What follows belongs to an exercise in optimizing a design on an open flow for small area, a short achievable clock period and few clock cycles per item; a production flow would make more cautious choices. Where RTL was checked, it was by simulation tests only, not by an equivalence proof against the original.

==> module isg_qmod_unit, before the edit <==
module isg_qmod_unit (
    input  wire        clk,
    input  wire        rst,         
    input  wire        start,       
    input  wire        op,          
    input  wire        variant,     
    input  wire        bit_in,      
    input  wire [31:0] coef_in,     
    input  wire [31:0] qstep,       
    output wire        ready,
    output reg         done,        
    output wire [63:0] coef_out,    
    output reg         bit_out      
);
    wire [31:0] q_in = variant ? 32'h0001_0000 : qstep;
    wire        s_in = coef_in[31];
    wire [30:0] m_in = coef_in[30:0] ^ {31{s_in}};
    wire [31:0] M_in = op ? {m_in, s_in} : {1'b0, m_in};
    wire [4:0] im, iq;
    msb32 u_msbm (.x(M_in), .idx(im));
    msb32 u_msbq (.x(q_in), .idx(iq));
    reg        v0;
    reg [31:0] m0, q0;
    reg [4:0]  im0, iq0;
    reg        bit0, s0;
    wire [5:0] dbl  = {1'b0, im0} - {1'b0, iq0};
    wire [3:0] c0   = dbl[5] ? 4'd0 : dbl[4:1];
    wire       one0 = (c0 == 4'd0);          
    reg        v1;          
    reg        first;       
    reg [3:0]  cnt;         
    reg        bitr, sr;
    reg [31:0] remr;        
    reg [31:0] dr;          
    reg [33:0] acc;         
    wire last  = (cnt == 4'd0);
    wire free1 = ~v1 | last;                
    assign ready = v0 ? one0 : (~v1 | (cnt[3:1] == 3'd0));
    wire [35:0] ta = {4'd0, remr} - {3'd0, dr, 1'b0};
    wire [35:0] tb = {4'd0, remr} - {4'd0, dr};
    wire [35:0] tc = {4'd0, remr} - {3'd0, dr, 1'b0} - {4'd0, dr};
    wire        q1 = ~ta[35];
    wire        q2 = q1 ? ~tc[35] : ~tb[35];
    wire [31:0] r2 = q1 ? (q2 ? tc[31:0] : ta[31:0])
                        : (q2 ? tb[31:0] : remr);
    wire [33:0] S    = {34{sr}};
    wire [33:0] a    = first ? 34'd0 : acc;
    wire [33:0] ds   = {1'b0, dr, 1'b0} ^ S;           
    wire [33:0] sum1 = a + ds + {33'd0, sr};
    wire [33:0] p1   = q1 ? sum1 : a;
    wire        lb0  = last & ~bitr;
    wire [33:0] b2   = lb0 ? ds : {sr, ds[33:1]};      
    wire [33:0] sum2 = p1 + b2 + {33'd0, sr};
    wire        take = q2 | (last & bitr);
    wire [33:0] acc_n = take ? sum2 : p1;
    always @(posedge clk) begin
        m0      <= M_in;
        q0      <= q_in;
        im0     <= im;
        iq0     <= iq;
        bit0    <= bit_in;
        s0      <= s_in;
        acc     <= acc_n;
        bit_out <= q1 ^ q2;
        if (free1) begin
            remr <= m0;
            dr   <= q0 << {c0, 1'b0};
            bitr <= bit0;
            sr   <= s0;
            cnt  <= c0;
        end else begin
            remr <= r2;
            dr   <= {2'b00, dr[31:2]};
            cnt  <= cnt - 4'd1;
        end
        if (rst) begin
            v0    <= 1'b0;
            v1    <= 1'b0;
            done  <= 1'b0;
            first <= 1'b0;
        end else begin
            v0    <= ready & start;
            done  <= v1 & last;
            first <= free1 & v0;
            if (free1)
                v1 <= v0;
        end
    end
    assign coef_out = {{30{acc[33]}}, acc};
endmodule
clock: 11.0 ns
lec_check: 0
abc_area: 1
cap_margin: 20
core_margin: 2
core_utilization: 40
place_density: 0.6
setup_slack_margin: 5
slew_margin: 20
run.sh (not shown) runs the stock make flow with config.mk's settings and CLKGATE_MAP_FILE= SYNTH_SCRIPT=/design/flow/synth_recipe.tcl, a recipe that flattens the netlist after the stock synthesis.
Rerun with:
--- a/flow/design.v
+++ b/flow/design.v
@@ -23,36 +23,26 @@
     reg [31:0] m0, q0;
     reg [4:0]  im0, iq0;
     reg        bit0, s0;
-    wire [5:0] dbl  = {1'b0, im0} - {1'b0, iq0};
-    wire [3:0] c0   = dbl[5] ? 4'd0 : dbl[4:1];
-    wire       one0 = (c0 == 4'd0);          
+    wire [5:0] dbl = {1'b0, im0} - {1'b0, iq0};
+    wire [4:0] sh0 = dbl[5] ? 5'd0 : dbl[4:0];
+    wire       one0 = (im0 <= iq0);         
     reg        v1;          
     reg        first;       
-    reg [3:0]  cnt;         
+    reg [4:0]  cnt;         
     reg        bitr, sr;
+    reg        qprev;       
     reg [31:0] remr;        
     reg [31:0] dr;          
     reg [33:0] acc;         
-    wire last  = (cnt == 4'd0);
+    wire last  = (cnt == 5'd0);
     wire free1 = ~v1 | last;                
-    assign ready = v0 ? one0 : (~v1 | (cnt[3:1] == 3'd0));
-    wire [35:0] ta = {4'd0, remr} - {3'd0, dr, 1'b0};
-    wire [35:0] tb = {4'd0, remr} - {4'd0, dr};
-    wire [35:0] tc = {4'd0, remr} - {3'd0, dr, 1'b0} - {4'd0, dr};
-    wire        q1 = ~ta[35];
-    wire        q2 = q1 ? ~tc[35] : ~tb[35];
-    wire [31:0] r2 = q1 ? (q2 ? tc[31:0] : ta[31:0])
-                        : (q2 ? tb[31:0] : remr);
-    wire [33:0] S    = {34{sr}};
+    assign ready = v0 ? one0 : (~v1 | (cnt[4:1] == 4'd0));
+    wire [32:0] t  = {1'b0, remr} - {1'b0, dr};
+    wire        qb = ~t[32];
     wire [33:0] a    = first ? 34'd0 : acc;
-    wire [33:0] ds   = {1'b0, dr, 1'b0} ^ S;           
-    wire [33:0] sum1 = a + ds + {33'd0, sr};
-    wire [33:0] p1   = q1 ? sum1 : a;
-    wire        lb0  = last & ~bitr;
-    wire [33:0] b2   = lb0 ? ds : {sr, ds[33:1]};      
-    wire [33:0] sum2 = p1 + b2 + {33'd0, sr};
-    wire        take = q2 | (last & bitr);
-    wire [33:0] acc_n = take ? sum2 : p1;
+    wire [33:0] dsel = (last & ~bitr) ? {1'b0, dr, 1'b0} : {2'b00, dr};
+    wire [33:0] sum  = a + (dsel ^ {34{sr}}) + {33'd0, sr};
+    wire        take = qb | (last & bitr);
     always @(posedge clk) begin
         m0      <= M_in;
         q0      <= q_in;
@@ -60,18 +50,19 @@
         iq0     <= iq;
         bit0    <= bit_in;
         s0      <= s_in;
-        acc     <= acc_n;
-        bit_out <= q1 ^ q2;
+        acc     <= take ? sum : a;
+        bit_out <= (~first & qprev) ^ qb;
+        qprev   <= qb;
         if (free1) begin
             remr <= m0;
-            dr   <= q0 << {c0, 1'b0};
+            dr   <= q0 << sh0;
             bitr <= bit0;
             sr   <= s0;
-            cnt  <= c0;
+            cnt  <= sh0;
         end else begin
-            remr <= r2;
-            dr   <= {2'b00, dr[31:2]};
-            cnt  <= cnt - 4'd1;
+            remr <= qb ? t[31:0] : remr;
+            dr   <= {1'b0, dr[31:1]};
+            cnt  <= cnt - 5'd1;
         end
         if (rst) begin
             v0    <= 1'b0;
The new run passed the timing, design-rule and antenna checks; cell area drops by 27%; via count decreases by 36%; register-to-register slack gains 1100 ps; area after synthesis went down by 29%; global-route usage goes down by 5.2 points.
No run of this note included a check of the RTL's function; only the layout flow was run.


isg_qmod_unit with an RTL version that a note above also has.
Size: roughly 140 I/O pins, roughly 14000 um2 of cells after synthesis.
==> module isg_qmod_unit, before the edit <==
module isg_qmod_unit (
    input  wire        clk,
    input  wire        rst,         
    input  wire        start,       
    input  wire        op,          
    input  wire        variant,     
    input  wire        bit_in,      
    input  wire [31:0] coef_in,     
    input  wire [31:0] qstep,       
    output wire        ready,
    output reg         done,        
    output wire [63:0] coef_out,    
    output reg         bit_out      
);
    wire [31:0] q_in = variant ? 32'h0001_0000 : qstep;
    wire        s_in = coef_in[31];
    wire [30:0] m_in = coef_in[30:0] ^ {31{s_in}};
    wire [31:0] M_in = op ? {m_in, s_in} : {1'b0, m_in};
    wire [4:0] im, iq;
    msb32 u_msbm (.x(M_in), .idx(im));
    msb32 u_msbq (.x(q_in), .idx(iq));
    reg        v0;
    reg [31:0] m0, q0;
    reg [4:0]  im0, iq0;
    reg        bit0, s0;
    wire [5:0] dbl = {1'b0, im0} - {1'b0, iq0};
    wire [4:0] sh0 = dbl[5] ? 5'd0 : dbl[4:0];
    wire       one0 = (im0 <= iq0);         
    reg        v1;          
    reg        first;       
    reg [4:0]  cnt;         
    reg        bitr, sr;
    reg        qprev;       
    reg [31:0] remr;        
    reg [31:0] dr;          
    reg [33:0] acc;         
    wire last  = (cnt == 5'd0);
    wire free1 = ~v1 | last;                
    assign ready = v0 ? one0 : (~v1 | (cnt[4:1] == 4'd0));
    wire [32:0] t  = {1'b0, remr} - {1'b0, dr};
    wire        qb = ~t[32];
    wire [33:0] a    = first ? 34'd0 : acc;
    wire [33:0] dsel = (last & ~bitr) ? {1'b0, dr, 1'b0} : {2'b00, dr};
    wire [33:0] sum  = a + (dsel ^ {34{sr}}) + {33'd0, sr};
    wire        take = qb | (last & bitr);
    always @(posedge clk) begin
        m0      <= M_in;
        q0      <= q_in;
        im0     <= im;
        iq0     <= iq;
        bit0    <= bit_in;
        s0      <= s_in;
        acc     <= take ? sum : a;
        bit_out <= (~first & qprev) ^ qb;
        qprev   <= qb;
        if (free1) begin
            remr <= m0;
            dr   <= q0 << sh0;
            bitr <= bit0;
            sr   <= s0;
            cnt  <= sh0;
        end else begin
            remr <= qb ? t[31:0] : remr;
            dr   <= {1'b0, dr[31:1]};
            cnt  <= cnt - 5'd1;
        end
        if (rst) begin
            v0    <= 1'b0;
            v1    <= 1'b0;
            done  <= 1'b0;
            first <= 1'b0;
        end else begin
            v0    <= ready & start;
            done  <= v1 & last;
            first <= free1 & v0;
            if (free1)
                v1 <= v0;
        end
    end
    assign coef_out = {{30{acc[33]}}, acc};
endmodule
Settings: LEC_CHECK=0, ABC_AREA=1, CAP_MARGIN=20, CORE_MARGIN=2, CORE_UTILIZATION=50, PLACE_DENSITY=0.7, SLEW_MARGIN=20; clock period 11.0 ns.
standard.sh (not shown) runs the stock make flow with config.mk's settings and CLKGATE_MAP_FILE= SYNTH_SCRIPT=/design/flow/synth_recipe.tcl, a recipe that flattens the netlist after the stock synthesis.
==> flow/flow/run.sh <==
#!/bin/bash
set -e
export BUFFER_PORTS_ARGS="-buffer_cell sky130_fd_sc_hd__buf_2"
export SETUP_SLACK_MARGIN=6.5
bash standard.sh > standard.log 2>&1
Change:
--- a/flow/design.v
+++ b/flow/design.v
@@ -20,12 +20,7 @@
     msb32 u_msbm (.x(M_in), .idx(im));
     msb32 u_msbq (.x(q_in), .idx(iq));
-    reg        v0;
-    reg [31:0] m0, q0;
-    reg [4:0]  im0, iq0;
-    reg        bit0, s0;
-    wire [5:0] dbl = {1'b0, im0} - {1'b0, iq0};
-    wire [4:0] sh0 = dbl[5] ? 5'd0 : dbl[4:0];
-    wire       one0 = (im0 <= iq0);         
-    reg        v1;          
+    wire [5:0] dbl   = {1'b0, im} - {1'b0, iq};
+    wire [4:0] sh_in = dbl[5] ? 5'd0 : dbl[4:0];
+    reg        v;           
     reg        first;       
     reg [4:0]  cnt;         
@@ -34,46 +29,40 @@
     reg [31:0] remr;        
     reg [31:0] dr;          
+    reg [4:0]  shr;         
     reg [33:0] acc;         
-    wire last  = (cnt == 5'd0);
-    wire free1 = ~v1 | last;                
-    assign ready = v0 ? one0 : (~v1 | (cnt[4:1] == 4'd0));
-    wire [32:0] t  = {1'b0, remr} - {1'b0, dr};
+    wire last = (cnt == 5'd0);
+    assign ready = ~v | last;
+    wire [31:0] d  = dr << (first ? shr : 5'd0);
+    wire [32:0] t  = {1'b0, remr} - {1'b0, d};
     wire        qb = ~t[32];
     wire [33:0] a    = first ? 34'd0 : acc;
-    wire [33:0] dsel = (last & ~bitr) ? {1'b0, dr, 1'b0} : {2'b00, dr};
+    wire [33:0] dsel = (last & ~bitr) ? {1'b0, d, 1'b0} : {2'b00, d};
     wire [33:0] sum  = a + (dsel ^ {34{sr}}) + {33'd0, sr};
     wire        take = qb | (last & bitr);
     always @(posedge clk) begin
-        m0      <= M_in;
-        q0      <= q_in;
-        im0     <= im;
-        iq0     <= iq;
-        bit0    <= bit_in;
-        s0      <= s_in;
         acc     <= take ? sum : a;
         bit_out <= (~first & qprev) ^ qb;
         qprev   <= qb;
-        if (free1) begin
-            remr <= m0;
-            dr   <= q0 << sh0;
-            bitr <= bit0;
-            sr   <= s0;
-            cnt  <= sh0;
+        if (ready) begin
+            remr <= M_in;
+            dr   <= q_in;
+            shr  <= sh_in;
+            bitr <= bit_in;
+            sr   <= s_in;
+            cnt  <= sh_in;
         end else begin
             remr <= qb ? t[31:0] : remr;
-            dr   <= {1'b0, dr[31:1]};
+            dr   <= {1'b0, d[31:1]};
             cnt  <= cnt - 5'd1;
         end
         if (rst) begin
-            v0    <= 1'b0;
-            v1    <= 1'b0;
+            v     <= 1'b0;
             done  <= 1'b0;
             first <= 1'b0;
         end else begin
-            v0    <= ready & start;
-            done  <= v1 & last;
-            first <= free1 & v0;
-            if (free1)
-                v1 <= v0;
+            done  <= v & last;
+            first <= ready & start;
+            if (ready)
+                v <= start;
         end
     end
=> The new run went through all stages and came out clean. Sequential cell count decreases by 72. Sequential share of layout area came out lower by 11 points. First-iteration DRC count is higher by 29%. Maximum frequency goes down by 18%. Clock skew stays flat. Design area grows by 8.6%. Synthesized area falls by 11%. Routed wire length grows by 26%. Via count is higher by 9.6%. Core utilization climbs by 13 points. Critical path depth came out higher by 19. Cell count is higher by 2.9%. Global-route usage came out higher by 6.7 points.
No functional check of the RTL was part of any run of this note.


Setup of main:
The RTL this note starts from:
==> flow/design.v <==
module isg_qmod_unit (
    input  wire        clk,
    input  wire        rst,         
    input  wire        start,       
    input  wire        op,          
    input  wire        variant,     
    input  wire        bit_in,      
    input  wire [31:0] coef_in,     
    input  wire [31:0] qstep,       
    output wire        ready,
    output reg         done,        
    output wire [63:0] coef_out,    
    output reg         bit_out      
);
    wire [31:0] q_in = variant ? 32'h0001_0000 : qstep;
    wire        s_in = coef_in[31];
    wire [30:0] m_in = coef_in[30:0] ^ {31{s_in}};
    wire [31:0] M_in = op ? {m_in, s_in} : {1'b0, m_in};
    wire [4:0] im, iq;
    msb32 u_msbm (.x(M_in), .idx(im));
    msb32 u_msbq (.x(q_in), .idx(iq));
    wire [5:0]  dbl   = {1'b0, im} - {1'b0, iq};
    wire [3:0]  c_in  = dbl[5] ? 4'd0 : dbl[4:1];      
    wire [31:0] d_in  = q_in << {c_in, 1'b0};
    reg        v;           
    reg        first;       
    reg [3:0]  cnt;         
    reg        bitr, sr;
    reg [31:0] remr;        
    reg [31:0] dr;          
    reg [33:0] acc;         
    wire last = (cnt == 4'd0);
    assign ready = ~v | last;
    wire [33:0] t1 = {2'b00, remr} - {1'b0, dr, 1'b0};
    wire        q1 = ~t1[33];
    wire [31:0] r1 = q1 ? t1[31:0] : remr;
    wire [32:0] t2 = {1'b0, r1} - {1'b0, dr};
    wire        q2 = ~t2[32];
    wire [31:0] r2 = q2 ? t2[31:0] : r1;
    wire [33:0] S    = {34{sr}};
    wire [33:0] a    = first ? 34'd0 : acc;
    wire [33:0] sum1 = a + ({1'b0, dr, 1'b0} ^ S) + {33'd0, sr};
    wire [33:0] p1   = q1 ? sum1 : a;
    wire        lb0  = last & ~bitr;
    wire [33:0] b2   = lb0 ? {1'b0, dr, 1'b0} : {2'b00, dr};
    wire [33:0] sum2 = p1 + (b2 ^ S) + {33'd0, sr};
    wire        take = q2 | (last & bitr);
    always @(posedge clk) begin
        acc     <= take ? sum2 : p1;
        bit_out <= q1 ^ q2;
        if (ready) begin
            remr <= M_in;
            dr   <= d_in;
            bitr <= bit_in;
            sr   <= s_in;
            cnt  <= c_in;
        end else begin
            remr <= r2;
            dr   <= {2'b00, dr[31:2]};
            cnt  <= cnt - 4'd1;
        end
        if (rst) begin
            v     <= 1'b0;
            done  <= 1'b0;
            first <= 1'b0;
        end else begin
            done  <= v & last;
            first <= ready & start;
            if (ready)
                v <= start;
        end
    end
    assign coef_out = {{30{acc[33]}}, acc};
endmodule
module msb32 (
    input  wire [31:0] x,
    output wire [4:0]  idx
);
    wire [15:0] x1 = idx[4] ? x[31:16] : x[15:0];
    wire [7:0]  x2 = idx[3] ? x1[15:8] : x1[7:0];
    wire [3:0]  x3 = idx[2] ? x2[7:4]  : x2[3:0];
    wire [1:0]  x4 = idx[1] ? x3[3:2]  : x3[1:0];
    assign idx[4] = |x[31:16];
    assign idx[3] = |x1[15:8];
    assign idx[2] = |x2[7:4];
    assign idx[1] = |x3[3:2];
    assign idx[0] = x4[1];
endmodule
clock: 11.0 ns
lec_check: 0
abc_area: 1
cap_margin: 20
core_margin: 2
core_utilization: 40
place_density: 0.6
setup_slack_margin: 5
slew_margin: 20
run.sh (not shown) runs the stock make flow with config.mk's settings and CLKGATE_MAP_FILE= SYNTH_SCRIPT=/design/flow/synth_recipe.tcl, a recipe that flattens the netlist after the stock synthesis.
Stock flow here: none of the scripts above is used.
Testbench counts of main, summed over its fixed seeds: cycles 6,723, items 4,000.
## Diff of input files: the feature branch against main
--- a/flow/design.v
+++ b/flow/design.v
@@ -17,49 +17,45 @@
     wire [30:0] m_in = coef_in[30:0] ^ {31{s_in}};
     wire [31:0] M_in = op ? {m_in, s_in} : {1'b0, m_in};
     wire [4:0] im, iq;
     msb32 u_msbm (.x(M_in), .idx(im));
     msb32 u_msbq (.x(q_in), .idx(iq));
-    wire [5:0]  dbl   = {1'b0, im} - {1'b0, iq};
-    wire [3:0]  c_in  = dbl[5] ? 4'd0 : dbl[4:1];      
-    wire [31:0] d_in  = q_in << {c_in, 1'b0};
+    wire [5:0] dbl   = {1'b0, im} - {1'b0, iq};
+    wire [4:0] sh_in = dbl[5] ? 5'd0 : dbl[4:0];
     reg        v;           
     reg        first;       
-    reg [3:0]  cnt;         
+    reg [4:0]  cnt;         
     reg        bitr, sr;
+    reg        qprev;       
     reg [31:0] remr;        
     reg [31:0] dr;          
+    reg [4:0]  shr;         
     reg [33:0] acc;         
-    wire last = (cnt == 4'd0);
+    wire last = (cnt == 5'd0);
     assign ready = ~v | last;
-    wire [33:0] t1 = {2'b00, remr} - {1'b0, dr, 1'b0};
-    wire        q1 = ~t1[33];
-    wire [31:0] r1 = q1 ? t1[31:0] : remr;
-    wire [32:0] t2 = {1'b0, r1} - {1'b0, dr};
-    wire        q2 = ~t2[32];
-    wire [31:0] r2 = q2 ? t2[31:0] : r1;
-    wire [33:0] S    = {34{sr}};
+    wire [31:0] d  = dr << (first ? shr : 5'd0);
+    wire [32:0] t  = {1'b0, remr} - {1'b0, d};
+    wire        qb = ~t[32];
     wire [33:0] a    = first ? 34'd0 : acc;
-    wire [33:0] sum1 = a + ({1'b0, dr, 1'b0} ^ S) + {33'd0, sr};
-    wire [33:0] p1   = q1 ? sum1 : a;
-    wire        lb0  = last & ~bitr;
-    wire [33:0] b2   = lb0 ? {1'b0, dr, 1'b0} : {2'b00, dr};
-    wire [33:0] sum2 = p1 + (b2 ^ S) + {33'd0, sr};
-    wire        take = q2 | (last & bitr);
+    wire [33:0] dsel = (last & ~bitr) ? {1'b0, d, 1'b0} : {2'b00, d};
+    wire [33:0] sum  = a + (dsel ^ {34{sr}}) + {33'd0, sr};
+    wire        take = qb | (last & bitr);
     always @(posedge clk) begin
-        acc     <= take ? sum2 : p1;
-        bit_out <= q1 ^ q2;
+        acc     <= take ? sum : a;
+        bit_out <= (~first & qprev) ^ qb;
+        qprev   <= qb;
         if (ready) begin
             remr <= M_in;
-            dr   <= d_in;
+            dr   <= q_in;
+            shr  <= sh_in;
             bitr <= bit_in;
             sr   <= s_in;
-            cnt  <= c_in;
+            cnt  <= sh_in;
         end else begin
-            remr <= r2;
-            dr   <= {2'b00, dr[31:2]};
-            cnt  <= cnt - 4'd1;
+            remr <= qb ? t[31:0] : remr;
+            dr   <= {1'b0, d[31:1]};
+            cnt  <= cnt - 5'd1;
         end
         if (rst) begin
             v     <= 1'b0;
             done  <= 1'b0;
             first <= 1'b0;
--- outcome ---
Looking only at hold slack, and setting everything else aside, the higher value of the feature branch and main goes to main.
Routed wire in the feature branch totals less than in main.
In the feature branch the worst setup slack turned out 400 ps higher than in main.
Comparing the feature branch and main, site row count is higher on main.
~same number of buffers inserted by port buffering in the feature branch and main
Multi-input gate area in the final layout (higher): main
The feature branch vs. main: die area decreased by 7600 um2 relative to the old numbers; post-synth design cell area decreased by 20% relative to the old numbers; worst-case register-to-register setup slack increased by 130 ps relative to the old numbers; fmax increased by about 7% relative to the old numbers.
The RTL of the feature branch was laid out without a check of its function.

==> afterwards: timing with drivers on the ports <==
In the flow no input, the clock included, has a driving cell. The finished layouts below were timed again as built, in two steps.
Step 1: set_driving_cell puts a clkbuf_16 on clk and a buf_2 on each other input, an assumption about the parent block.
Step 2 also shifts input and output timing later by t, the mid clock arrival at the registers, as if the neighbouring blocks saw the same clock.
Slacks: ideal ports / drivers / drivers and shift; pairs: ideal ports / drivers.
run	t, ns	setup WS [ns]	worst data-port slew with drivers (ns)
the first run of note 1	0.554	5.308 / 5.250 / 4.952	0.04
the second run of note 1	0.493	6.162 / 6.186 / 5.697	0.04
the first run of note 2	0.485	6.692 / 6.641 / 6.283	0.06
the second run of note 2	0.483	5.726 / 5.500 / 5.016	0.32
main	0.427	5.111 / 5.137 / 4.710	0.06
the feature branch	0.479	5.510 / 5.530 / 5.051	0.06
After both steps setup and hold are still met in every run listed. The setup slack of the second run of note 2, which loses most, moves by -0.226 ns with the drivers and by -0.710 ns with both steps.
